From an optimization exercise on the open Yosys and OpenROAD flow, aimed at small area, a short achievable clock period and few clock cycles per item; shortcuts taken in it are not production practice. In this exercise RTL edits were held to simulation tests only and were not proved equivalent to the original. Power is estimated from default activity; no workload was simulated.

==> flow/design.v <==
module wt8_tt #(parameter L = 1) (
    input  wire        clk,
    input  wire        osel,
    input  wire        dsel,
    input  wire [47:0] x,
    output wire [47:0] y
);
    reg  [48*L-1:0] d;
    wire [47:0] dout = d[48*L-1 -: 48];
    wire [47:0] din  = dsel ? dout : x;
    generate
        if (L == 1) begin : g1
            always @(posedge clk) d <= din;
        end else begin : gn
            always @(posedge clk) d <= {d[48*(L-1)-1:0], din};
        end
    endgenerate
    assign y = osel ? x : dout;
endmodule
module wt8_dl #(parameter L = 1) (
    input  wire        clk,
    input  wire        go,
    input  wire [11:0] x,
    output wire [11:0] y
);
    reg  [12*L-1:0] d;
    wire [11:0] dout = d[12*L-1 -: 12];
    wire [11:0] din  = go ? x : dout;
    generate
        if (L == 1) begin : g1
            always @(posedge clk) d <= din;
        end else begin : gn
            always @(posedge clk) d <= {d[12*(L-1)-1:0], din};
        end
    endgenerate
    assign y = dout;
endmodule
module wt8_st #(parameter B = 0, parameter I = 0) (
    input  wire        clk,
    input  wire        go,
    input  wire        xs,
    input  wire [47:0] x,
    output wire [47:0] y
);
    localparam L = 1 << I;
    function integer LA(input integer pp);
        LA = (B == 0) ? 2 * pp : pp;
    endfunction
    function integer LB(input integer pp);
        LB = LA(pp) + (1 << B);
    endfunction
    genvar p;
    generate
        for (p = 0; p < 2; p = p + 1) begin : g_pair
            wire [11:0] a  = x[12*LA(p) +: 12];
            wire [11:0] bd;
            wt8_dl #(.L(L)) u_bd (.clk(clk), .go(go), .x(x[12*LB(p) +: 12]), .y(bd));
            wire [11:0] p0 = xs ? bd : a;
            wire [11:0] p1 = xs ? a  : bd;
            wire [11:0] pd;
            wt8_dl #(.L(L)) u_pd (.clk(clk), .go(go), .x(p0), .y(pd));
            assign y[12*LA(p) +: 12] = pd;
            assign y[12*LB(p) +: 12] = p1;
        end
    endgenerate
endmodule
module wt8_pr (
    input  wire        clk,
    input  wire        go,
    input  wire [47:0] x,
    output wire [47:0] y
);
    reg [47:0] r;
    always @(posedge clk) if (go) r <= x;
    assign y = r;
endmodule
module wib_transpose8 (
    input  wire        clk,
    input  wire        rst,         
    input  wire        in_valid,
    output wire        in_ready,
    input  wire [63:0] in_data,
    output wire        out_valid,
    input  wire        out_ready,
    output wire [63:0] out_data,
    output wire        out_last     
);
    localparam LAT = 224;             
    localparam WIN = 112;             
    function is_adc(input [4:0] w);
        is_adc = (w >= 5'd4 && w <= 5'd15) || (w >= 5'd18);
    endfunction
    function tt_sel(input [7:0] lt, input integer i, input integer j);
        tt_sel = lt[i] & ~lt[j];
    endfunction
    function tau_bit(input [7:0] lt, input integer i);
        tau_bit = lt[i];
    endfunction
    reg  [4:0]  wcnt;                     
    reg         adc_cur, adc_nxt;         
    reg         in_ready_r;
    reg  [63:0] ifq [0:3-1];
    reg  [1:0]  ifq_wp, ifq_rp;
    reg  [3:1]  fq;                    
    wire in_fire = in_valid & in_ready_r;
    wire take    = in_fire & adc_cur;
    wire push    = take;
    wire [4:0] wcnt_n  = in_fire ? ((wcnt == 5'd29) ? 5'd0 : wcnt + 5'd1) : wcnt;
    wire [4:0] wcnt_n1 = (wcnt_n == 5'd29) ? 5'd0 : wcnt_n + 5'd1;
    wire adc_n   = in_fire ? adc_nxt : adc_cur;
    assign in_ready = in_ready_r;
    reg  [7:0] tau;                       
    reg        started;                   
    reg        real_cur, real_prev;       
    reg        go;                        
    reg  [7-1:0] hold;                 
    reg        in_win;                    
    reg        lat_c, lat_x;              
    reg        np_c, np_x;                
    reg        last_c;                    
    reg  [2:1]  ob;                       
    reg  [48:0] ob0, ob1;                 
    reg  [48:0] outr;                     
    wire fifo_ne  = fq[1];
    wire real_eff = started ? real_cur : fifo_ne;
    wire out_real = lat_c ? real_eff : real_prev;
    wire pop      = go & real_eff & np_c;
    wire opush    = go & out_real;
    wire opop     = ob[1] & out_ready;
    wire       wrap        = go & last_c;
    wire       started_n   = go ? ~last_c : started;
    wire       real_cur_n  = (go & ~last_c) ? real_eff : real_cur;
    wire       real_prev_n = wrap ? real_eff : real_prev;
    wire       f_up        = push & ~pop;
    wire       f_dn        = pop & ~push;
    wire [3:1] fq_n     = f_up ? {fq[3-1:1], 1'b1} : (f_dn ? {1'b0, fq[3:2]} : fq);
    wire       o_up        = opush & ~opop;
    wire       o_dn        = opop & ~opush;
    wire [2:1] ob_n        = o_up ? {ob[1], 1'b1} : (o_dn ? {1'b0, ob[2]} : ob);
    wire       lat_n       = go ? lat_x : lat_c;
    wire       np_n        = go ? np_x : np_c;
    wire       fifo_ne_n   = fq_n[1];
    wire       real_eff_n  = started_n ? real_cur_n : fifo_ne_n;
    wire       idle_n      = ~started_n & ~fifo_ne_n & ~real_prev_n;
    wire       out_real_n  = lat_n ? real_eff_n : real_prev_n;
    wire       ob_room_p   = ~ob[1] | out_ready | (~ob[2] & ~opush);   
    wire       cond_n      = ~idle_n & (~real_eff_n | ~np_n | fifo_ne_n)
                                     & (~out_real_n | ob_room_p);
    wire       go_n        = ~in_win & cond_n;
    wire [7-1:0] hold_n = in_win ? hold - 1'b1 : ((cond_n | idle_n) ? 0 : WIN);
    wire       pop_n       = go_n & real_eff_n & np_n;
    wire       in_ready_n  = ~adc_n | pop_n | ~fq_n[3];
    wire [7:0] tau1   = tau + 8'd1;
    wire [7:0] tau2   = tau + 8'd2;
    wire [7:0] tau_n  = rst ? 8'd0 : (go ? tau1 : tau);
    reg  [47:0] resid;
    wire [63:0] head = ifq[ifq_rp];
    reg  [47:0] vin;
    always @(*) begin
        case (tau[1:0])
            2'd0:    vin = head[47:0];
            2'd1:    vin = {head[31:0], resid[15:0]};
            2'd2:    vin = {head[15:0], resid[31:0]};
            default: vin = resid;
        endcase
    end
    always @(posedge clk) begin
        if (pop) begin
            case (tau[1:0])
                2'd0:    resid <= {32'd0, head[63:48]};
                2'd1:    resid <= {16'd0, head[63:32]};
                default: resid <= head[63:16];
            endcase
        end
    end
    reg t0_o, t0_x;
    wire t0_on = rst ? tt_sel(8'd0 - 8'd0, 5, 2) : (go ? t0_x : t0_o);
    reg t1_o, t1_x;
    wire t1_on = rst ? tt_sel(8'd0 - 8'd28, 2, 1) : (go ? t1_x : t1_o);
    reg t2_o, t2_x;
    wire t2_on = rst ? tt_sel(8'd0 - 8'd30, 6, 3) : (go ? t2_x : t2_o);
    reg t3_o, t3_x;
    wire t3_on = rst ? tt_sel(8'd0 - 8'd86, 3, 2) : (go ? t3_x : t3_o);
    reg t5_o, t5_x;
    wire t5_on = rst ? tt_sel(8'd0 - 8'd91, 7, 4) : (go ? t5_x : t5_o);
    reg t6_o, t6_x;
    wire t6_on = rst ? tt_sel(8'd0 - 8'd203, 4, 3) : (go ? t6_x : t6_o);
    reg t7_o, t7_x;
    wire t7_on = rst ? tt_sel(8'd0 - 8'd211, 3, 0) : (go ? t7_x : t7_o);
    reg u8_o, u8_x;
    reg u9_o, u9_x;
    always @(posedge clk) begin
        t0_o <= t0_on;
        t0_x <= rst ? tt_sel(8'd1 - 8'd0, 5, 2) : (go ? tt_sel(tau2 - 8'd0, 5, 2) : t0_x);
        t1_o <= t1_on;
        t1_x <= rst ? tt_sel(8'd1 - 8'd28, 2, 1) : (go ? tt_sel(tau2 - 8'd28, 2, 1) : t1_x);
        t2_o <= t2_on;
        t2_x <= rst ? tt_sel(8'd1 - 8'd30, 6, 3) : (go ? tt_sel(tau2 - 8'd30, 6, 3) : t2_x);
        t3_o <= t3_on;
        t3_x <= rst ? tt_sel(8'd1 - 8'd86, 3, 2) : (go ? tt_sel(tau2 - 8'd86, 3, 2) : t3_x);
        t5_o <= t5_on;
        t5_x <= rst ? tt_sel(8'd1 - 8'd91, 7, 4) : (go ? tt_sel(tau2 - 8'd91, 7, 4) : t5_x);
        t6_o <= t6_on;
        t6_x <= rst ? tt_sel(8'd1 - 8'd203, 4, 3) : (go ? tt_sel(tau2 - 8'd203, 4, 3) : t6_x);
        t7_o <= t7_on;
        t7_x <= rst ? tt_sel(8'd1 - 8'd211, 3, 0) : (go ? tt_sel(tau2 - 8'd211, 3, 0) : t7_x);
        u8_o <= rst ? tau_bit(8'd0 - 8'd218, 2) : (go ? u8_x : u8_o);
        u8_x <= rst ? tau_bit(8'd1 - 8'd218, 2) : (go ? tau_bit(tau2 - 8'd218, 2) : u8_x);
        u9_o <= rst ? tau_bit(8'd0 - 8'd222, 1) : (go ? u9_x : u9_o);
        u9_x <= rst ? tau_bit(8'd1 - 8'd222, 1) : (go ? tau_bit(tau2 - 8'd222, 1) : u9_x);
    end
    wire [47:0] s [0:10];
    assign s[0] = vin;
    wt8_tt #(.L(28)) t0 (.clk(clk), .osel(t0_o), .dsel(t0_o | ~go), .x(s[0]), .y(s[1]));
    wt8_tt #(.L(2)) t1 (.clk(clk), .osel(t1_o), .dsel(t1_o | ~go), .x(s[1]), .y(s[2]));
    wt8_tt #(.L(56)) t2 (.clk(clk), .osel(t2_o), .dsel(t2_o | ~go), .x(s[2]), .y(s[3]));
    wt8_tt #(.L(4)) t3 (.clk(clk), .osel(t3_o), .dsel(t3_o | ~go), .x(s[3]), .y(s[4]));
    wt8_pr p4 (.clk(clk), .go(go), .x(s[4]), .y(s[5]));
    wt8_tt #(.L(112)) t5 (.clk(clk), .osel(t5_o), .dsel(t5_o | ~go), .x(s[5]), .y(s[6]));
    wt8_tt #(.L(8)) t6 (.clk(clk), .osel(t6_o), .dsel(t6_o | ~go), .x(s[6]), .y(s[7]));
    wt8_tt #(.L(7)) t7 (.clk(clk), .osel(t7_o), .dsel(t7_o | ~go), .x(s[7]), .y(s[8]));
    wt8_st #(.B(1), .I(2)) u8 (.clk(clk), .go(go), .xs(u8_o), .x(s[8]), .y(s[9]));
    wt8_st #(.B(0), .I(1)) u9 (.clk(clk), .go(go), .xs(u9_o), .x(s[9]), .y(s[10]));
    wire [7:0] oslot = tau - LAT;
    always @(posedge clk) begin
        if (push) ifq[ifq_wp] <= in_data;
    end
    always @(posedge clk) begin
        if (rst) begin
            wcnt       <= 5'd0;
            adc_cur    <= 1'b0;
            adc_nxt    <= 1'b0;
            in_ready_r <= 1'b1;
            ifq_wp     <= 2'd0;
            ifq_rp     <= 2'd0;
            fq         <= 0;
            tau        <= 8'd0;
            started    <= 1'b0;
            real_cur   <= 1'b0;
            real_prev  <= 1'b0;
            go         <= 1'b0;
            hold       <= 0;
            in_win     <= 1'b0;
            ob         <= 2'd0;
        end else begin
            wcnt       <= wcnt_n;
            adc_cur    <= adc_n;
            if (in_fire) adc_nxt <= is_adc(wcnt_n1);
            in_ready_r <= in_ready_n;
            if (push) ifq_wp <= (ifq_wp == 3 - 1) ? 2'd0 : ifq_wp + 2'd1;
            if (pop)  ifq_rp <= (ifq_rp == 3 - 1) ? 2'd0 : ifq_rp + 2'd1;
            fq         <= fq_n;
            tau        <= tau_n;
            started    <= started_n;
            real_cur   <= real_cur_n;
            real_prev  <= real_prev_n;
            go         <= go_n;
            hold       <= hold_n;
            in_win     <= in_win ? (hold > 2) : ~(cond_n | idle_n);
            ob         <= ob_n;
        end
        lat_c  <= rst ? 1'b0 : (go ? lat_x : lat_c);
        lat_x  <= rst ? 1'b0 : (go ? ((tau2 >= LAT) && (tau1 != 8'd255)) : lat_x);
        np_c   <= rst ? 1'b1 : (go ? np_x : np_c);
        np_x   <= rst ? 1'b1 : (go ? (tau2[1:0] != 2'd3) : np_x);
        last_c <= rst ? 1'b0 : (go ? (tau1 == 8'd255) : last_c);
    end
    wire [48:0] oword = {oslot == 8'd255, s[10]};
    wire ow0 = opush & (~ob[1] | (~ob[2] & opop));
    wire ow1 = opush & (ob[2] ? opop : (ob[1] & ~opop));
    wire        hchg     = ow0 | opop;
    wire [48:0] head_new = ow0 ? oword : ob1;
    always @(posedge clk) begin
        if (ow0)       ob0 <= oword;
        else if (opop) ob0 <= ob1;
        outr <= hchg ? head_new : ob0;
        if (ow1)       ob1 <= oword;
    end
    assign out_valid = ob[1];
    assign out_last  = outr[48];
    assign out_data  = {4'h0, outr[47:36], 4'h0, outr[35:24], 4'h0, outr[23:12], 4'h0, outr[11:0]};
endmodule
==> flow/flow/run.sh <==
#!/bin/bash
# The standard ORFS layout (standard.sh, standard synthesis unchanged)
# with these changes:
#  - port buffers are buf_2 cells (the default pick is a slow delay cell);
#  - timing repair aims for 5.6 ns of setup slack.
# The make output goes to standard.log; ORFS keeps each step's log under
# orfs/logs/.
set -euo pipefail
export BUFFER_PORTS_ARGS="-buffer_cell sky130_fd_sc_hd__buf_2"
export CTS_ARGS="-sink_clustering_enable -repair_clock_nets -sink_clustering_size 20 -sink_clustering_max_diameter 45 -sink_buffer_max_cap_derate 1.0 -root_buf sky130_fd_sc_hd__clkbuf_16 -tree_buf sky130_fd_sc_hd__clkbuf_16 -buf_list {sky130_fd_sc_hd__clkbuf_8 sky130_fd_sc_hd__clkbuf_16}"
export SETUP_SLACK_MARGIN=5.6
bash standard.sh > standard.log 2>&1
==> flow/standard.sh <==
#!/bin/bash
# synth_recipe.tcl (not shown) runs the flow's synth.tcl, then flattens the netlist and writes it again
# the make line also repeats each setting of config.mk as NAME=value (left out here)
make -C /OpenROAD-flow-scripts/flow DESIGN_CONFIG=/design/flow/config.mk WORK_HOME=/design/flow/orfs CLKGATE_MAP_FILE= SYNTH_SCRIPT=/design/flow/synth_recipe.tcl "${@:-finish}"
==> flow/config.mk <==
export PLATFORM = sky130hd
export DESIGN_NAME = wib_transpose8
export DESIGN_NICKNAME = wib_transpose8
export VERILOG_FILES = /design/flow/design.v
export SDC_FILE = /design/flow/constraint.sdc
export NUM_CORES = 8
export LEC_CHECK = 0
export CAP_MARGIN = 20
export CORE_MARGIN = 2
export CORE_UTILIZATION = 60
export PLACE_DENSITY = 0.72
export SLEW_MARGIN = 20
==> flow/constraint.sdc <==
create_clock -name core_clock -period 8.5 [get_ports {clk}]
set_input_delay 1.7000 -clock core_clock [delete_from_list [all_inputs] [get_ports {clk}]]
set_output_delay 1.7000 -clock core_clock [all_outputs]
set_load 0.01 [all_outputs]
==> summary.txt, run 1 <==
YOSYS
-------------------------------------------------------------------------------------
Synth unique cells .....................................................           64
Share of the synthesized area in the top cell type .....................        88.6%
Area contributors post-synth ........................................... dfxtp_1 (89%), edfxtp_1 (4.7%), mux2_2 (1.1%)
Register area share after synthesis ....................................        93.4%
Most used standard cell by instance count after synthesis ..............      dfxtp_1
Flip-flop and latch count after synthesis ..............................        11.2k
Post-Synthesis Cell Area ...............................................  244000 um^2
Biggest area consumer among synthesized cells ..........................      dfxtp_1
Most used DFF post-synth ...............................................      dfxtp_1
Count of yosys warnings during synthesis ...............................           11
Leading post-synthesis cells by instance count ......................... dfxtp_1 (10.8k), o21ai_0 (388), edfxtp_1 (386)
Mean area per synthesized cell .........................................    17.6 um^2
EDFF count, synth ......................................................          386
Cells after synthesis ..................................................        13.9k
Share of async-settable or async-resettable flops after synthesis ......           0%

FLOORPLANNING
-------------------------------------------------------------------------------------
Initial cell density of the core .......................................        60.2%
Core ar. ...............................................................  406000 um^2
Die boundary width .....................................................       642 um
Number of core rows ....................................................          234
Die height .............................................................       642 um
I/O pins ...............................................................          135
Full die area ..........................................................  412000 um^2

SETUP PATH
-------------------------------------------------------------------------------------
CP bufs+invs ...........................................................            1
Type of the setup path with the least slack ............................ register to output port
Delay of the slowest critical-path stage ...............................      0.40 ns
Cell Chain, Critical Path ..............................................        buf_8
Sort of element at the start of the critical path ......................     register
Type of element capturing the critical path ............................  output port
Cell at the slowest stage of the critical path .........................      dfxtp_4
Logic depth of the worst setup path including buffers ..................            1
FF-to-FF path depth ....................................................            6
CP Launch Point ........................................................   in_ready_r
Slack of the worst reg-to-reg path .....................................      5.69 ns
Data required, critical path ...........................................      6.80 ns
Crit path arrival time .................................................      1.56 ns
Worst Setup EP .........................................................     in_ready
Worst R2R End ..........................................................     p4.r[40]
CP top delay family ....................................................   flip-flops
Crit Path Max Fanout ...................................................            2

ROUTING
-------------------------------------------------------------------------------------
Drt pass-1 iters .......................................................            6
Number of antenna-violating nets in the routed design ..................            0
DRC marker count from the first detailed-route iteration ...............         5736
# DRC ..................................................................            0
Total via count after detailed routing .................................        90.7k
Post-detailed-route wirelength per cell ................................      16.1 um
Final Routed Wirelength ................................................    327000 um
Vias per Instance ......................................................         4.46

PWR
-------------------------------------------------------------------------------------
Clock network fraction of total power ..................................        30.7%
Internal Power .........................................................     0.0679 W
Net switching fraction of the power ....................................        21.0%
Power Density ..........................................................  322 nW/um^2
Combinational fraction of design power .................................         2.3%
Net Switching ..........................................................     0.0181 W
Relative contribution of sequential cells to total power ...............        66.9%
Reported leakage power .................................................       106 nW
Total power consumption of the routed design ...........................     0.0859 W
Peak VDD IR ............................................................     0.261 mV

GLOBAL ROUTING
-------------------------------------------------------------------------------------
Initial antenna violation count ........................................           49
GRT Total Usage ........................................................        15.6%
Total overflow reported by the global router ...........................            0
Maximum number of pins on one net before global-route repair ...........          104
Number of global-route vias before repair ..............................        89.6k
First-pass GRT wire length .............................................    506000 um

PLACEMENT
-------------------------------------------------------------------------------------
Half-perimeter wire length of the detailed placement result ............    184000 um
Worst slack at placement ...............................................      3.49 ns
Number of buffers inserted by port buffering ...........................          118
Final weighted congestion in routability-driven placement ..............        0.775

TIMING
-------------------------------------------------------------------------------------
Pins over their slew limit .............................................            0
Fin worst setup slack ..................................................      5.24 ns
Unrepaired setup endpoints after global routing ........................         true
Top achievable clock speed .............................................      307 MHz
Period utilisation layout ..............................................        38.3%
Final-report hold violation count ......................................            0
Max transition margin ..................................................        29.3%
Worst Skew .............................................................    0.0404 ns
Setup TNS Final ........................................................         0 ns
Slew at the pin closest to its max-slew limit ..........................      1.06 ns
Time the worst path needs with I/O delays and setup ....................      3.26 ns
Setup violations, final ................................................            0

CLOCK NETWORK
-------------------------------------------------------------------------------------
Total clock buffers created by CTS .....................................          705
Maximum level of the CTS H-tree ........................................            6
Clock tree from TritonCTS ..............................................          yes
Clock-pin slew of the registers on the worst-case setup and hold paths .      0.11 ns
Clock latency reported for the late side of the worst-skew pair ........      1.05 ns
Count of clock tree sinks ..............................................        11.2k
Worst-case clock buffer depth ..........................................            4
Root Buffer ............................................................    clkbuf_16

MIN PATH
-------------------------------------------------------------------------------------
Type of the worst min-delay path ....................................... register to register
Hold_sp ................................................................   t0.d[1221]

LAYOUT
-------------------------------------------------------------------------------------
Final core occ .........................................................        65.8%
Fraction of layout cells with a size suffix above 1 ....................        10.5%
Post-layout nets .......................................................        14.6k
Area growth from synthesis to layout ...................................        9.30%

OUTCOME
-------------------------------------------------------------------------------------
Run status .............................................................  timing/DRC/antenna clean

RUN
-------------------------------------------------------------------------------------
Max-Cap Viols ..........................................................            0

through the flow:
step	std cells	hold WS, ns	cell area (um^2)
3_5_place_dp	19188	0.312	251000
2_1_floorplan	13884	0.310	245000
6_report	20316	0.304	267000
4_1_cts	20287	0.293	267000
5_1_grt	20294	0.304	267000
3_3_place_gp	19187	0.310	251000
cells in the final DEF (no fill, tap or decap), types with 34 or more instances in the layout:
cell       netlist  routed
nand2b_1        69      62
and2_1          50      49
o21a_1          41      41
inv_1           44     111
buf_4           26      39
buf_6            2      53
o211ai_1        34      34
nor2_1         199     196
buf_2           33      70
dfxtp_1      10815   10753
o21ai_0        388     386
a21o_1          57      57
mux2i_1        140     140
bufinv_16        0      36
inv_8            0      39
clkbuf_8         0     694
nor2b_1        103      99
edfxtp_1       386     386
nand2_1        383     380
mux2_2         244     215
inv_6            0      40
clkbuf_16        0      91
o22ai_1         49      49
dfxtp_2          0      41
a21oi_1        276     269
power groups by stage:
stage	sequential [W]	combinational, W	clock [W]
after floorplan	0.0580	0.00138	0
after global placement	0.0586	0.00188	0
after detailed placement	0.0587	0.00194	0
after CTS	0.0575	0.00200	0.0273
after global routing	0.0578	0.00220	0.0292
final	0.0575	0.00202	0.0264
worst reg2reg max path, cell delays in order, from the launching register on:
cell      delay, ns
dfxtp_4        0.58
buf_12         0.44
mux2_2         0.47
a2111o_1       0.46
a31oi_2        0.33
a21o_2         0.23
a21oi_1        0.06
metal layers:
metal / routed length (um) / vias up / GRT usage (%)
met1: 169000 / 42875 / 24.1
li1: - / 45396 / -
met5: 385 / - / 0
met2: 128000 / 1630 / 21.7
met4: 8300 / 62 / 4.87
met3: 20400 / 705 / 3.74
layout make-up:
class / count / area, um^2
repair buffers: 175 / 1500
inverters: 44 / 181
well taps: 5428 / 6790
multi-input cells: 2361 / 15300
clock inverters: 297 / 3160
flip-flops and latches: 11201 / 228000
fillers: 27068 / 139000
diodes: 25 / 62.6
clock buffers: 785 / 11800
worst min path at each step:
stage | slack [ns] | endpoint | depth (start not counted)
after floorplan | 0.31 | t0.d[1000] | 0
after global placement | 0.31 | t0.d[307] | 0
after detailed placement | 0.31 | t0.d[1300] | 0
after CTS | 0.29 | t0.d[1269] | 0
after global routing | 0.30 | t1.d[85] | 0
final | 0.30 | t0.d[1269] | 0
cells by family after synthesis:
logic type	share of synthesized area (%)
compound gates	2.45
fa+ha+maj	0.0819
mux	1.71
xor+xnor	0.0860
flops	93.4
other cells	0.00153
simple gates	1.74
buf+inv	0.562
state kept, by name, indices dropped and copies added (netlist names), 3 cells and up, named ones only:
signal / cells
fq: 3
hold: 7
ifq: 192
ob0: 49
ob1: 49
outr: 49
p4.r: 48
resid: 48
t0.d: 1344
t1.d: 96
t2.d: 2688
t3.d: 192
t5.d: 5376
t6.d: 384
t7.d: 336
tau: 8
u8.g_pair.u_bd.d: 96
u8.g_pair.u_pd.d: 96
u9.g_pair.u_bd.d: 48
u9.g_pair.u_pd.d: 48
wcnt: 5
what timing repair did:
item / in CTS / in global routing
hold endpoints to repair: 0 / 0
hold buffers: 0 / 0
setup endpoints to repair: 631 / 144
cloned: 2 / 2
pin swaps: 4 / 3
resized for setup: 138 / 30
setup buffers: 15 / 2
Testbench counts, summed over its fixed seeds: cycles 18,224, blocks 64.
==> run 2, diff against run 1 <==
--- a/flow/design.v
+++ b/flow/design.v
@@ -64,6 +64,24 @@
         end
     endgenerate
 endmodule
+module wt8_dv #(parameter L = 1) (
+    input  wire        clk,
+    input  wire        go,
+    input  wire [47:0] x,
+    output wire [47:0] y
+);
+    reg  [48*L-1:0] d;
+    wire [47:0] dout = d[48*L-1 -: 48];
+    wire [47:0] din  = go ? x : dout;
+    generate
+        if (L == 1) begin : g1
+            always @(posedge clk) d <= din;
+        end else begin : gn
+            always @(posedge clk) d <= {d[48*(L-1)-1:0], din};
+        end
+    endgenerate
+    assign y = dout;
+endmodule
 module wt8_pr (
     input  wire        clk,
     input  wire        go,
@@ -85,8 +103,8 @@
     output wire [63:0] out_data,
     output wire        out_last     
 );
-    localparam LAT = 224;             
-    localparam WIN = 112;             
+    localparam LAT = 256;             
+    localparam WIN = 224;             
     function is_adc(input [4:0] w);
         is_adc = (w >= 5'd4 && w <= 5'd15) || (w >= 5'd18);
     endfunction
@@ -113,7 +131,7 @@
     reg        started;                   
     reg        real_cur, real_prev;       
     reg        go;                        
-    reg  [7-1:0] hold;                 
+    reg  [8-1:0] hold;                 
     reg        in_win;                    
     reg        lat_c, lat_x;              
     reg        np_c, np_x;                
@@ -147,7 +165,7 @@
     wire       cond_n      = ~idle_n & (~real_eff_n | ~np_n | fifo_ne_n)
                                      & (~out_real_n | ob_room_p);
     wire       go_n        = ~in_win & cond_n;
-    wire [7-1:0] hold_n = in_win ? hold - 1'b1 : ((cond_n | idle_n) ? 0 : WIN);
+    wire [8-1:0] hold_n = in_win ? hold - 1'b1 : ((cond_n | idle_n) ? 0 : WIN);
     wire       pop_n       = go_n & real_eff_n & np_n;
     wire       in_ready_n  = ~adc_n | pop_n | ~fq_n[3];
     wire [7:0] tau1   = tau + 8'd1;
@@ -209,7 +227,7 @@
         u9_o <= rst ? tau_bit(8'd0 - 8'd222, 1) : (go ? u9_x : u9_o);
         u9_x <= rst ? tau_bit(8'd1 - 8'd222, 1) : (go ? tau_bit(tau2 - 8'd222, 1) : u9_x);
     end
-    wire [47:0] s [0:10];
+    wire [47:0] s [0:11];
     assign s[0] = vin;
     wt8_tt #(.L(28)) t0 (.clk(clk), .osel(t0_o), .dsel(t0_o | ~go), .x(s[0]), .y(s[1]));
     wt8_tt #(.L(2)) t1 (.clk(clk), .osel(t1_o), .dsel(t1_o | ~go), .x(s[1]), .y(s[2]));
@@ -221,6 +239,7 @@
     wt8_tt #(.L(7)) t7 (.clk(clk), .osel(t7_o), .dsel(t7_o | ~go), .x(s[7]), .y(s[8]));
     wt8_st #(.B(1), .I(2)) u8 (.clk(clk), .go(go), .xs(u8_o), .x(s[8]), .y(s[9]));
     wt8_st #(.B(0), .I(1)) u9 (.clk(clk), .go(go), .xs(u9_o), .x(s[9]), .y(s[10]));
+    wt8_dv #(.L(32)) d10 (.clk(clk), .go(go), .x(s[10]), .y(s[11]));
     wire [7:0] oslot = tau - LAT;
     always @(posedge clk) begin
         if (push) ifq[ifq_wp] <= in_data;
@@ -265,7 +284,7 @@
         np_x   <= rst ? 1'b1 : (go ? (tau2[1:0] != 2'd3) : np_x);
         last_c <= rst ? 1'b0 : (go ? (tau1 == 8'd255) : last_c);
     end
-    wire [48:0] oword = {oslot == 8'd255, s[10]};
+    wire [48:0] oword = {oslot == 8'd255, s[11]};
     wire ow0 = opush & (~ob[1] | (~ob[2] & opop));
     wire ow1 = opush & (ob[2] ? opop : (ob[1] & ~opop));
     wire        hchg     = ow0 | opop;
==> summary.txt, run 2 <==
GLOBAL ROUTING
-------------------------------------------------------------------------------------
Initial antenna violation count ........................................           82
Number of global-route vias before repair ..............................        97.8k
Maximum number of pins on one net before global-route repair ...........           93
Met3 global-route usage ................................................        3.06%
Met1 track demand over resource ........................................        23.4%
Met2 usage .............................................................        22.7%
Total overflow reported by the global router ...........................            0
GRT Total Usage ........................................................        15.5%
Top Usage Layer GRT ....................................................         met1
First-pass GRT wire length .............................................    558000 um

TIMING
-------------------------------------------------------------------------------------
Pins over their slew limit .............................................            0
Unrepaired setup endpoints after global routing ........................         true
Worst Skew .............................................................    0.0535 ns
Top achievable clock speed .............................................      299 MHz
Setup TNS Final ........................................................         0 ns
Setup violations, final ................................................            0
Final-report hold violation count ......................................            0
Period utilisation layout ..............................................        39.4%
Slew at the pin closest to its max-slew limit ..........................      1.12 ns
Time the worst path needs with I/O delays and setup ....................      3.35 ns
Max transition margin ..................................................        25.2%

FLOORPLANNING
-------------------------------------------------------------------------------------
Die boundary width .....................................................       681 um
Initial cell density of the core .......................................        60.3%
Die height .............................................................       681 um
Number of core rows ....................................................          248
Core ar. ...............................................................  456000 um^2
I/O pins ...............................................................          135
Full die area ..........................................................  464000 um^2

ROUTING
-------------------------------------------------------------------------------------
Drt pass-1 iters .......................................................            6
Number of antenna-violating nets in the routed design ..................            0
Total via count after detailed routing .................................        99.5k
Post-detailed-route wirelength per cell ................................      16.3 um
# DRC ..................................................................            0
Vias per Instance ......................................................         4.42
Final Routed Wirelength ................................................    366000 um
DRC marker count from the first detailed-route iteration ...............         5253

SETUP PATH
-------------------------------------------------------------------------------------
CP bufs+invs ...........................................................            1
Cell at the slowest stage of the critical path .........................      dfxtp_4
Logic depth of the worst setup path including buffers ..................            1
FF-to-FF path depth ....................................................            7
Crit Path Max Fanout ...................................................            1
Sort of element at the start of the critical path ......................     register
Cell Chain, Critical Path ..............................................        buf_6
Type of the setup path with the least slack ............................ register to output port
Data required, critical path ...........................................      6.80 ns
Delay of the slowest critical-path stage ...............................      0.44 ns
Type of element capturing the critical path ............................  output port
CP top delay family ....................................................   flip-flops
Crit path arrival time .................................................      1.65 ns

CLOCK NETWORK
-------------------------------------------------------------------------------------
Worst-case clock buffer depth ..........................................            4
Clock-pin slew of the registers on the worst-case setup and hold paths .      0.11 ns
Maximum level of the CTS H-tree ........................................            6
Clock tree from TritonCTS ..............................................          yes
Clock latency reported for the late side of the worst-skew pair ........      1.08 ns
Number of buffers inserted by hold repair at cts .......................            0
Count of clock tree sinks ..............................................        12.7k
Total clock buffers created by CTS .....................................          773
Root Buffer ............................................................    clkbuf_16

YOSYS
-------------------------------------------------------------------------------------
Synth unique cells .....................................................           76
Flip-flop and latch count after synthesis ..............................        12.7k
Share of async-settable or async-resettable flops after synthesis ......           0%
Most used DFF post-synth ...............................................      dfxtp_1
Mean area per synthesized cell .........................................    18.0 um^2
Leading post-synthesis cells by instance count ......................... dfxtp_1 (12.4k), edfxtp_1 (386), o21ai_0 (359)
EDFF count, synth ......................................................          386
Post-Synthesis Cell Area ...............................................  275000 um^2
Cells after synthesis ..................................................        15.3k
Area contributors post-synth ........................................... dfxtp_1 (90%), edfxtp_1 (4.2%), mux2_2 (1.0%)
Share of the synthesized area in the top cell type .....................        89.8%
Count of yosys warnings during synthesis ...............................           12
Register area share after synthesis ....................................        94.0%
Biggest area consumer among synthesized cells ..........................      dfxtp_1
Most used standard cell by instance count after synthesis ..............      dfxtp_1

PLACEMENT
-------------------------------------------------------------------------------------
Number of buffers inserted by port buffering ...........................          118
Final weighted congestion in routability-driven placement ..............        0.814
Half-perimeter wire length of the detailed placement result ............    210000 um

LAYOUT
-------------------------------------------------------------------------------------
Post-layout nets .......................................................        16.1k
Count of fill cells added during filler insertion ......................        30.0k
Number of flip-flops in the largest register ...........................         5376
Area growth from synthesis to layout ...................................        8.68%
Leading cell types in the layout, fill and taps excluded ............... dfxtp_1 (12.3k), clkbuf_8 (759), edfxtp_1 (386)
Most common cell after layout, fill and taps aside .....................      dfxtp_1
Fraction of layout cells with a size suffix above 1 ....................        9.95%
Final core occ .........................................................        65.6%
Register ranked first by flip-flop count ...............................         t5.d
Biggest registers after layout ......................................... t5.d: 5376 flops, t2.d: 2688 flops, d10.d: 1536 flops

PWR
-------------------------------------------------------------------------------------
Power Density ..........................................................  323 nW/um^2
Peak VDD IR ............................................................     0.237 mV
Reported leakage power .................................................       119 nW

RUN
-------------------------------------------------------------------------------------
Max-Cap Viols ..........................................................            0

MIN PATH
-------------------------------------------------------------------------------------
Type of the worst min-delay path ....................................... register to register
Cell depth of the worst min-delay path .................................            0

OUTCOME
-------------------------------------------------------------------------------------
Run status .............................................................  timing/DRC/antenna clean

==> run 2: final cells by class <==
type | instances | area, um^2 | area share, %
Multi-Input combinational cell | 2306 | 15500 | 5.18
Timing Repair Buffer | 172 | 1410 | 0.472
Clock buffer | 859 | 12900 | 4.33
Inverter | 30 | 124 | 0.0414
Tap cell | 6125 | 7660 | 2.56
Clock inverter | 245 | 2530 | 0.845
Antenna cell | 30 | 75.1 | 0.0251
Sequential cell | 12737 | 259000 | 86.5
==> run 2: per-layer routing <==
| layer | share of wire, % | up-vias |
|---|---|---|
| met5 | 0.073 | - |
| met4 | 2.8 | 44 |
| met3 | 4.9 | 779 |
| met2 | 41 | 1672 |
| met1 | 51 | 47055 |
| li1 | - | 49966 |
==> run 2: cell families after synthesis <==
| kind of cell | share of synthesized area (%) |
|---|---|
| other | 0.00136 |
| and+or+nand+nor | 1.42 |
| AOI/OAI and AO/OA | 1.98 |
| xor gates and xnor gates | 0.0827 |
| adders and majority gates | 0.0682 |
| DFF | 94.0 |
| buffers and inverters | 0.483 |
| muxes | 1.95 |
==> run 2: repair_timing <==
action | in CTS | in global routing
gates cloned | 3 | 0
resized for setup | 158 | 19
pin swaps | 2 | 0
endpoints found under the hold margin | 0 | 0
setup buffers | 3 | 2
endpoints found under the setup margin | 653 | 143
==> run 2: power by group <==
part	switching, W	internal [W]	leakage [nW]
combinational	0.00108	0.000734	6.92
sequential	0.00164	0.0647	104
clock	0.0173	0.0113	8.15
==> run 2: path summary, 6_finish.rpt <==
check	from	to	slack, ns
min reg2reg	t2.d[662]	t2.d[710]	0.31
min	t2.d[662]	t2.d[710]	0.31
max reg2reg	register	p4.r[25]	5.68
max	outr[48]	out_last	5.15
==> run 2: through the flow <==
step                      std cells  hold WS [ns]  area (um^2)  setup WS (ns)  power [W]
final                         22504         0.311       299000           5.15     0.0967
after global routing          22479         0.312       299000           5.09      0.100
after CTS                     22471         0.309       299000           5.04     0.0977
after detailed placement      21361         0.312       283000           4.06     0.0695
after global placement        21361         0.309       283000           4.11     0.0693
after floorplan               15337         0.310       276000           4.53     0.0681
Testbench counts of run 2, summed over its fixed seeds: cycles 18,480, blocks 64.
==> run 3, diff against run 2 <==
==> flow/run.sh (new file) <==
#!/bin/bash
# synth_recipe.tcl (not shown) runs the flow's synth.tcl, then flattens the netlist and writes it again
# the make line also repeats each setting of config.mk as NAME=value (left out here)
make -C /OpenROAD-flow-scripts/flow DESIGN_CONFIG=/design/flow/config.mk WORK_HOME=/design/flow/orfs CLKGATE_MAP_FILE= SYNTH_SCRIPT=/design/flow/synth_recipe.tcl finish
--- a/flow/config.mk
+++ b/flow/config.mk
@@ -7,6 +7,7 @@
 export LEC_CHECK = 0
 export CAP_MARGIN = 20
 export CORE_MARGIN = 2
-export CORE_UTILIZATION = 60
-export PLACE_DENSITY = 0.72
+export CORE_UTILIZATION = 55
+export PLACE_DENSITY = 0.65
+export SETUP_SLACK_MARGIN = 5
 export SLEW_MARGIN = 20
removed: flow/flow/run.sh
removed: flow/standard.sh
==> summary.txt, run 3 <==
SETUP PATH
-------------------------------------------------------------------------------------
CP bufs+invs ...........................................................            1
Crit Path Max Fanout ...................................................            1
Crit path arrival time .................................................      1.70 ns
Data required, critical path ...........................................      6.80 ns
CP top delay family ....................................................   flip-flops
Cell Chain, Critical Path ..............................................        buf_6
Delay of the slowest critical-path stage ...............................      0.44 ns
FF-to-FF path depth ....................................................            7
Worst R2R End ..........................................................     p4.r[28]
Type of the setup path with the least slack ............................ register to output port
Type of element capturing the critical path ............................  output port
Sort of element at the start of the critical path ......................     register
Slack of the worst reg-to-reg path .....................................      5.16 ns
Cell at the slowest stage of the critical path .........................      dfxtp_4

FLOORPLANNING
-------------------------------------------------------------------------------------
I/O pins ...............................................................          135
Core ar. ...............................................................  498000 um^2
Die height .............................................................       712 um
Die boundary width .....................................................       712 um
Full die area ..........................................................  506000 um^2
Initial cell density of the core .......................................        55.3%
Number of core rows ....................................................          259

TIMING
-------------------------------------------------------------------------------------
Worst Skew .............................................................    0.0657 ns
Time the worst path needs with I/O delays and setup ....................      3.40 ns
Period utilisation layout ..............................................        40.0%
Fin worst setup slack ..................................................      5.10 ns
Unrepaired setup endpoints after global routing ........................        false
Setup TNS Final ........................................................         0 ns
Setup violations, final ................................................            0
Slew at the pin closest to its max-slew limit ..........................      1.09 ns
Max transition margin ..................................................        27.6%
Top achievable clock speed .............................................      294 MHz
Pins over their slew limit .............................................            0
Final-report hold violation count ......................................            0

YOSYS
-------------------------------------------------------------------------------------
EDFF count, synth ......................................................          386
Register area share after synthesis ....................................        94.0%
Most used standard cell by instance count after synthesis ..............      dfxtp_1
Count of yosys warnings during synthesis ...............................           12
Post-Synthesis Cell Area ...............................................  275000 um^2
Synth unique cells .....................................................           76
Area contributors post-synth ........................................... dfxtp_1 (90%), edfxtp_1 (4.2%), mux2_2 (1.0%)
Biggest area consumer among synthesized cells ..........................      dfxtp_1
Flip-flop and latch count after synthesis ..............................        12.7k
Share of async-settable or async-resettable flops after synthesis ......           0%
Share of the synthesized area in the top cell type .....................        89.8%
Most used DFF post-synth ...............................................      dfxtp_1
Mean area per synthesized cell .........................................    18.0 um^2
Cells after synthesis ..................................................        15.3k
Leading post-synthesis cells by instance count ......................... dfxtp_1 (12.4k), edfxtp_1 (386), o21ai_0 (359)

PLACEMENT
-------------------------------------------------------------------------------------
Worst slack at placement ...............................................      3.79 ns
Final weighted congestion in routability-driven placement ..............        0.772
Standard cell area after detailed placement ............................  284000 um^2
Number of buffers inserted by port buffering ...........................          118
Placed insts ...........................................................        21.9k
Half-perimeter wire length of the detailed placement result ............    202000 um

CLOCK NETWORK
-------------------------------------------------------------------------------------
Clock latency reported for the late side of the worst-skew pair ........      1.15 ns
Maximum level of the CTS H-tree ........................................            7
Clock tree from TritonCTS ..............................................          yes
Total clock buffers created by CTS .....................................         1158
Worst-case clock buffer depth ..........................................            5
Root Buffer ............................................................    clkbuf_16
Count of clock tree sinks ..............................................        12.7k
Clock-pin slew of the registers on the worst-case setup and hold paths .      0.06 ns

LAYOUT
-------------------------------------------------------------------------------------
Number of cells in the finished layout apart from fillers ..............        23.9k
Area growth from synthesis to layout ...................................        16.7%
Register cell area after layout ........................................  259000 um^2
Most common cell after layout, fill and taps aside .....................      dfxtp_1
Post-layout nets .......................................................        16.5k
Count of fill cells added during filler insertion ......................        33.6k
Multi-input gate area in the final layout ..............................   15300 um^2
Area of all placed cells without fillers ...............................  321000 um^2
Register ranked first by flip-flop count ...............................         t5.d
Number of flip-flops in the largest register ...........................         5376
Biggest registers after layout ......................................... t5.d: 5376 flops, t2.d: 2688 flops, d10.d: 1536 flops
Fraction of layout cells with a size suffix above 1 ....................        12.8%
Leading cell types in the layout, fill and taps excluded ............... dfxtp_1 (12.3k), clkbuf_16 (1199), edfxtp_1 (386)

MIN PATH
-------------------------------------------------------------------------------------
Cell depth of the worst min-delay path .................................            0
Endpoint with the worst hold slack .....................................   t5.d[3340]
Hold_sp ................................................................   t5.d[3292]
Type of the worst min-delay path ....................................... register to register

GLOBAL ROUTING
-------------------------------------------------------------------------------------
Number of global-route vias before repair ..............................         104k
Initial antenna violation count ........................................           75
GRT Total Usage ........................................................        15.0%
Maximum number of pins on one net before global-route repair ...........          147
Total overflow reported by the global router ...........................            0
First-pass GRT wire length .............................................    585000 um

ROUTING
-------------------------------------------------------------------------------------
Post-detailed-route wirelength per cell ................................      15.8 um
Total via count after detailed routing .................................         103k
Final Routed Wirelength ................................................    376000 um
# DRC ..................................................................            0
Number of antenna-violating nets in the routed design ..................            0
Drt pass-1 iters .......................................................            5
Vias per Instance ......................................................         4.31
DRC marker count from the first detailed-route iteration ...............         5578

PWR
-------------------------------------------------------------------------------------
Reported leakage power .................................................       129 nW
Peak VDD IR ............................................................     0.256 mV
Power Density ..........................................................  367 nW/um^2

OUTCOME
-------------------------------------------------------------------------------------
Run status .............................................................  timing/DRC/antenna clean

RUN
-------------------------------------------------------------------------------------
Max-Cap Viols ..........................................................            0

[run 3: cell counts after synthesis]
Identical to the previous run, type by type.
[run 3: area by class of cell]
type	instances	area share, %
clock inverter	275	0.845
antenna	32	0.0249
timing repair buffer	165	0.469
inverter	30	0.0366
sequential	12737	80.6
clock buffer	1688	10.7
multi-input combinational	2303	4.77
tap	6655	2.59
[run 3: cells by family (layout without fill, tap and decap cells)]
kind of cell / Yosys count / count (layout) / synth area share, %
DFF: 12737 / 12737 / 94.0
AOI/OAI and AO/OA: 927 / 927 / 1.98
and+or+nand+nor: 838 / 838 / 1.42
muxes: 481 / 481 / 1.95
buffers and inverters: 297 / 2158 / 0.483
xor gates and xnor gates: 26 / 26 / 0.0827
adders and majority gates: 15 / 15 / 0.0682
other: 1 / 48 / 0.00136
[run 3: per-layer routing]
metal	up-vias	part of all wire, %	routed length, um	track usage, %
li1	51310	-	-	-
met1	48557	50	190000	21.6
met2	1941	41	155000	21.2
met3	1016	4.9	18600	3.83
met4	34	3.4	12900	7.04
met5	-	0.060	227	0
[run 3: worst max-delay path by stage]
| stage | startpoint | endpoint | slack (ns) | depth (start not counted) |
|---|---|---|---|---|
| 6_report | outr[48] | out_last | 5.10 | 1 |
| 5_1_grt | ob[1] | out_valid | 5.01 | 1 |
| 4_1_cts | ob[1] | out_valid | 4.90 | 1 |
| 3_5_place_dp | out_ready | outr[41] | 3.79 | 5 |
| 3_3_place_gp | out_ready | outr[33] | 3.89 | 7 |
| 2_1_floorplan | in_valid | ifq[1][0] | 4.53 | 2 |
[run 3: power breakdown]
| group | leakage [nW] | internal [W] | switching, W |
|---|---|---|---|
| logic | 6.75 | 0.000737 | 0.00110 |
| clock network | 18.2 | 0.0292 | 0.0203 |
| registers | 104 | 0.0648 | 0.00162 |
| total | 129 | 0.0948 | 0.0230 |
[run 3: what timing repair did]
action	4_1_cts	5_1_grt
endpoints found under the setup margin	133	42
setup buffers	0	3
hold buffers	0	0
cloned	0	0
resized for setup	230	4
[run 3: stage by stage]
stage	util (%)	hold slack, ns	power [W]
2_1_floorplan	-	0.310	0.0681
3_3_place_gp	57.0	0.310	0.0693
3_5_place_dp	57.0	0.312	0.0695
4_1_cts	64.5	0.269	0.119
5_1_grt	64.5	0.268	0.122
6_report	64.5	0.276	0.118
==> run 4, diff against run 3 <==
--- a/flow/design.v
+++ b/flow/design.v
@@ -64,24 +64,6 @@
         end
     endgenerate
 endmodule
-module wt8_dv #(parameter L = 1) (
-    input  wire        clk,
-    input  wire        go,
-    input  wire [47:0] x,
-    output wire [47:0] y
-);
-    reg  [48*L-1:0] d;
-    wire [47:0] dout = d[48*L-1 -: 48];
-    wire [47:0] din  = go ? x : dout;
-    generate
-        if (L == 1) begin : g1
-            always @(posedge clk) d <= din;
-        end else begin : gn
-            always @(posedge clk) d <= {d[48*(L-1)-1:0], din};
-        end
-    endgenerate
-    assign y = dout;
-endmodule
 module wt8_pr (
     input  wire        clk,
     input  wire        go,
@@ -103,8 +85,8 @@
     output wire [63:0] out_data,
     output wire        out_last     
 );
-    localparam LAT = 256;             
-    localparam WIN = 224;             
+    localparam LAT = 224;             
+    localparam WIN = 112;             
     function is_adc(input [4:0] w);
         is_adc = (w >= 5'd4 && w <= 5'd15) || (w >= 5'd18);
     endfunction
@@ -131,7 +113,7 @@
     reg        started;                   
     reg        real_cur, real_prev;       
     reg        go;                        
-    reg  [8-1:0] hold;                 
+    reg  [7-1:0] hold;                 
     reg        in_win;                    
     reg        lat_c, lat_x;              
     reg        np_c, np_x;                
@@ -165,7 +147,7 @@
     wire       cond_n      = ~idle_n & (~real_eff_n | ~np_n | fifo_ne_n)
                                      & (~out_real_n | ob_room_p);
     wire       go_n        = ~in_win & cond_n;
-    wire [8-1:0] hold_n = in_win ? hold - 1'b1 : ((cond_n | idle_n) ? 0 : WIN);
+    wire [7-1:0] hold_n = in_win ? hold - 1'b1 : ((cond_n | idle_n) ? 0 : WIN);
     wire       pop_n       = go_n & real_eff_n & np_n;
     wire       in_ready_n  = ~adc_n | pop_n | ~fq_n[3];
     wire [7:0] tau1   = tau + 8'd1;
@@ -227,7 +209,7 @@
         u9_o <= rst ? tau_bit(8'd0 - 8'd222, 1) : (go ? u9_x : u9_o);
         u9_x <= rst ? tau_bit(8'd1 - 8'd222, 1) : (go ? tau_bit(tau2 - 8'd222, 1) : u9_x);
     end
-    wire [47:0] s [0:11];
+    wire [47:0] s [0:10];
     assign s[0] = vin;
     wt8_tt #(.L(28)) t0 (.clk(clk), .osel(t0_o), .dsel(t0_o | ~go), .x(s[0]), .y(s[1]));
     wt8_tt #(.L(2)) t1 (.clk(clk), .osel(t1_o), .dsel(t1_o | ~go), .x(s[1]), .y(s[2]));
@@ -239,7 +221,6 @@
     wt8_tt #(.L(7)) t7 (.clk(clk), .osel(t7_o), .dsel(t7_o | ~go), .x(s[7]), .y(s[8]));
     wt8_st #(.B(1), .I(2)) u8 (.clk(clk), .go(go), .xs(u8_o), .x(s[8]), .y(s[9]));
     wt8_st #(.B(0), .I(1)) u9 (.clk(clk), .go(go), .xs(u9_o), .x(s[9]), .y(s[10]));
-    wt8_dv #(.L(32)) d10 (.clk(clk), .go(go), .x(s[10]), .y(s[11]));
     wire [7:0] oslot = tau - LAT;
     always @(posedge clk) begin
         if (push) ifq[ifq_wp] <= in_data;
@@ -284,7 +265,7 @@
         np_x   <= rst ? 1'b1 : (go ? (tau2[1:0] != 2'd3) : np_x);
         last_c <= rst ? 1'b0 : (go ? (tau1 == 8'd255) : last_c);
     end
-    wire [48:0] oword = {oslot == 8'd255, s[11]};
+    wire [48:0] oword = {oslot == 8'd255, s[10]};
     wire ow0 = opush & (~ob[1] | (~ob[2] & opop));
     wire ow1 = opush & (ob[2] ? opop : (ob[1] & ~opop));
     wire        hchg     = ow0 | opop;
==> summary.txt, run 4 <==
GLOBAL ROUTING
-------------------------------------------------------------------------------------
Total overflow reported by the global router ...........................            0
Number of global-route vias before repair ..............................        92.1k
First-pass GRT wire length .............................................    522000 um
GRT Total Usage ........................................................        14.7%
Maximum number of pins on one net before global-route repair ...........           95
Initial antenna violation count ........................................           38

ROUTING
-------------------------------------------------------------------------------------
Met1 routed wirelength after detailed routing ..........................    174000 um
# DRC ..................................................................            0
Post-detailed-route wirelength per cell ................................      15.6 um
Final Routed Wirelength ................................................    334000 um
Total via count after detailed routing .................................        92.5k
DRC marker count from the first detailed-route iteration ...............         5191
Max layer used .........................................................         met5
Length of routed met3 wiring ...........................................     19800 um
Met2 WL ................................................................    130000 um
Drt pass-1 iters .......................................................            6
Number of antenna-violating nets in the routed design ..................            0
Vias per Instance ......................................................         4.33

TIMING
-------------------------------------------------------------------------------------
Setup TNS Final ........................................................         0 ns
Pins over their slew limit .............................................            0
Top achievable clock speed .............................................      289 MHz
Worst Skew .............................................................    0.0696 ns
Max transition margin ..................................................        23.2%
Final-report hold violation count ......................................            0
Period utilisation layout ..............................................        40.7%
Time the worst path needs with I/O delays and setup ....................      3.46 ns
Slew at the pin closest to its max-slew limit ..........................      1.15 ns
Unrepaired setup endpoints after global routing ........................         true
Setup violations, final ................................................            0

YOSYS
-------------------------------------------------------------------------------------
Cells after synthesis ..................................................        13.9k
Leading post-synthesis cells by instance count ......................... dfxtp_1 (10.8k), o21ai_0 (388), edfxtp_1 (386)
Count of yosys warnings during synthesis ...............................           11
Share of the synthesized area in the top cell type .....................        88.6%
Synth unique cells .....................................................           64
EDFF count, synth ......................................................          386
Most used DFF post-synth ...............................................      dfxtp_1
Biggest area consumer among synthesized cells ..........................      dfxtp_1
Area contributors post-synth ........................................... dfxtp_1 (89%), edfxtp_1 (4.7%), mux2_2 (1.1%)
Most used standard cell by instance count after synthesis ..............      dfxtp_1
Share of async-settable or async-resettable flops after synthesis ......           0%
Mean area per synthesized cell .........................................    17.6 um^2
Register area share after synthesis ....................................        93.4%
Flip-flop and latch count after synthesis ..............................        11.2k
Post-Synthesis Cell Area ...............................................  244000 um^2

LAYOUT
-------------------------------------------------------------------------------------
Count of fill cells added during filler insertion ......................        30.6k
Area growth from synthesis to layout ...................................        16.2%
Final core occ .........................................................        64.2%
Area of all placed cells without fillers ...............................  284000 um^2
Most common cell after layout, fill and taps aside .....................      dfxtp_1
Post-layout nets .......................................................        14.8k
Fraction of layout cells with a size suffix above 1 ....................        12.3%
Number of cells in the finished layout apart from fillers ..............        21.4k
Register ranked first by flip-flop count ...............................         t5.d
Leading cell types in the layout, fill and taps excluded ............... dfxtp_1 (10.8k), clkbuf_16 (947), o21ai_0 (388)
Biggest registers after layout ......................................... t5.d: 5376 flops, t2.d: 2688 flops, t0.d: 1344 flops
Number of flip-flops in the largest register ...........................         5376

CLOCK NETWORK
-------------------------------------------------------------------------------------
Maximum level of the CTS H-tree ........................................            6
Clock latency reported for the late side of the worst-skew pair ........      1.09 ns
Worst-case clock buffer depth ..........................................            4
Total clock buffers created by CTS .....................................          924
Clock-pin slew of the registers on the worst-case setup and hold paths .      0.07 ns
Root Buffer ............................................................    clkbuf_16
Clock tree from TritonCTS ..............................................          yes
Count of clock tree sinks ..............................................        11.2k

PWR
-------------------------------------------------------------------------------------
Combinational fraction of design power .................................         2.0%
Relative contribution of sequential cells to total power ...............        56.5%
Peak VDD IR ............................................................     0.263 mV
Clock network fraction of total power ..................................        41.6%
Internal Power .........................................................     0.0814 W
Reported leakage power .................................................       114 nW
Power Density ..........................................................  359 nW/um^2
Net switching fraction of the power ....................................        20.1%
Net Switching ..........................................................     0.0205 W

FLOORPLANNING
-------------------------------------------------------------------------------------
Number of core rows ....................................................          244
Full die area ..........................................................  450000 um^2
Die height .............................................................       670 um
Die boundary width .....................................................       670 um
I/O pins ...............................................................          135
Initial cell density of the core .......................................        55.3%
Core ar. ...............................................................  442000 um^2

PLACEMENT
-------------------------------------------------------------------------------------
Placed insts ...........................................................        19.7k
Standard cell area after detailed placement ............................  252000 um^2
Final weighted congestion in routability-driven placement ..............        0.750
Half-perimeter wire length of the detailed placement result ............    180000 um
Number of buffers inserted by port buffering ...........................          118

SETUP PATH
-------------------------------------------------------------------------------------
CP bufs+invs ...........................................................            1
Crit path arrival time .................................................      1.76 ns
Crit Path Max Fanout ...................................................           19
Cell Chain, Critical Path ..............................................     clkbuf_2
Type of element capturing the critical path ............................  output port
CP top delay family ....................................................   flip-flops
Data required, critical path ...........................................      6.80 ns
Cell at the slowest stage of the critical path .........................      dfxtp_4
Type of the setup path with the least slack ............................ register to output port
Sort of element at the start of the critical path ......................     register
Slack of the worst reg-to-reg path .....................................      5.17 ns
Delay of the slowest critical-path stage ...............................      0.45 ns

OUTCOME
-------------------------------------------------------------------------------------
Run status .............................................................  timing/DRC/antenna clean

MIN PATH
-------------------------------------------------------------------------------------
Type of the worst min-delay path ....................................... register to register

RUN
-------------------------------------------------------------------------------------
Max-Cap Viols ..........................................................            0

## run 4: changes by cell type in the layout (fill, tap and decap cells not counted), sizes merged, moves of 26 or more
| cell | delta |
|---|---|
| dfxtp | -1536 |
| mux2i | -41 |
| clkbuf | -315 |
| nor2b | +48 |
| o21a | +29 |
| nor2 | -34 |
| a21o | +30 |
| mux2 | -54 |
| nand2 | +56 |
| clkinv | +26 |
## run 4: area by class of cell
cell class              count  area (um^2)  area share (%)
flip-flops and latches  11201       228000            80.3
clock buffers            1372        27500            9.67
multi-input cells        2359        15000            5.30
well taps                5904         7390            2.60
clock inverters           326         4140            1.46
repair buffers            165         1560           0.550
inverters                  44          169          0.0595
diodes                     12         30.0          0.0106
## run 4: power groups by stage
stage,sequential (W),clock [W],combinational (W)
2_1_floorplan,0.0580,0,0.00138
3_3_place_gp,0.0586,0,0.00196
3_5_place_dp,0.0587,0,0.00200
4_1_cts,0.0576,0.0434,0.00203
5_1_grt,0.0578,0.0455,0.00222
6_report,0.0575,0.0424,0.00202
## run 4: final timing paths
kind | start | to | depth (start not counted)
worst max-delay path | ob[1] | out_valid | 1
worst min-delay path | u8.g_pair[1].u_bd.d[16] | u8.g_pair[1].u_bd.d[28] | 0
worst max register to register | go | resid[6] | 6
worst min register to register | u8.g_pair[1].u_bd.d[16] | u8.g_pair[1].u_bd.d[28] | 0
## run 4: cells by family after synthesis
kind of cell | Yosys count | share of synthesized area [%]
flops | 11201 | 93.4
compound gates | 1002 | 2.45
mux | 386 | 1.71
xor+xnor | 24 | 0.0860
other cells | 1 | 0.00153
buf+inv | 325 | 0.562
simple gates | 914 | 1.74
fa+ha+maj | 16 | 0.0819
## run 4: per-stage QoR
step           setup slack [ns]  hold WS (ns)  total power (W)
2_1_floorplan              4.55         0.310           0.0593
3_3_place_gp               3.22         0.309           0.0605
3_5_place_dp               3.20         0.312           0.0607
4_1_cts                    4.75         0.261            0.103
5_1_grt                    4.92         0.261            0.106
6_report                   5.04         0.260            0.102
## run 4: repair_timing
action | in CTS | in global routing
buffers inserted | 4 | 0
endpoints found under the setup margin | 195 | 161
pin swaps | 1 | 0
gates resized for setup | 164 | 8
cloned | 1 | 0
hold buffers | 0 | 0
## run 4: layer usage
layer / global-route usage (%) / vias to the layer above
li1: - / 46281
met1: 22.6 / 43873
met2: 20.0 / 1641
met3: 3.72 / 667
met4: 5.18 / 40
met5: 0 / -
Testbench counts of run 4, summed over its fixed seeds: cycles 18,224, blocks 64.

## separate check: timing with driven ports
No port has a modelled driver above. Below, the same layouts with a new extraction and two added sets of constraints.
Step 1 (the two cells are an assumption about what drives the block):
set clk [get_ports {clk}]
set_driving_cell -lib_cell sky130_fd_sc_hd__clkbuf_16 $clk
set_driving_cell -lib_cell sky130_fd_sc_hd__buf_2 [delete_from_list [all_inputs] $clk]
Step 2 times the ports against the registers' clock, not the clock port: input delays grow and output delays shrink by t, the midpoint of the rising clock arrivals with the driver on.
Slacks: no drivers / after step 1 / after step 2; pairs: no drivers / after step 1.
run	shift t [ns]	setup slack, ns	worst setup path after step 2
run 1	1.131	5.243 / 5.131 / 4.618	input to register
run 2	1.172	5.154 / 5.036 / 4.561	input to register
run 3	1.241	5.104 / 4.980 / 3.806	input to register
run 4	1.167	5.044 / 4.933 / 4.074	input to register
After both steps setup and hold are still met in every run listed. The setup slack of run 3, which loses most, moves by -0.124 ns with the drivers and by -1.298 ns with both steps.
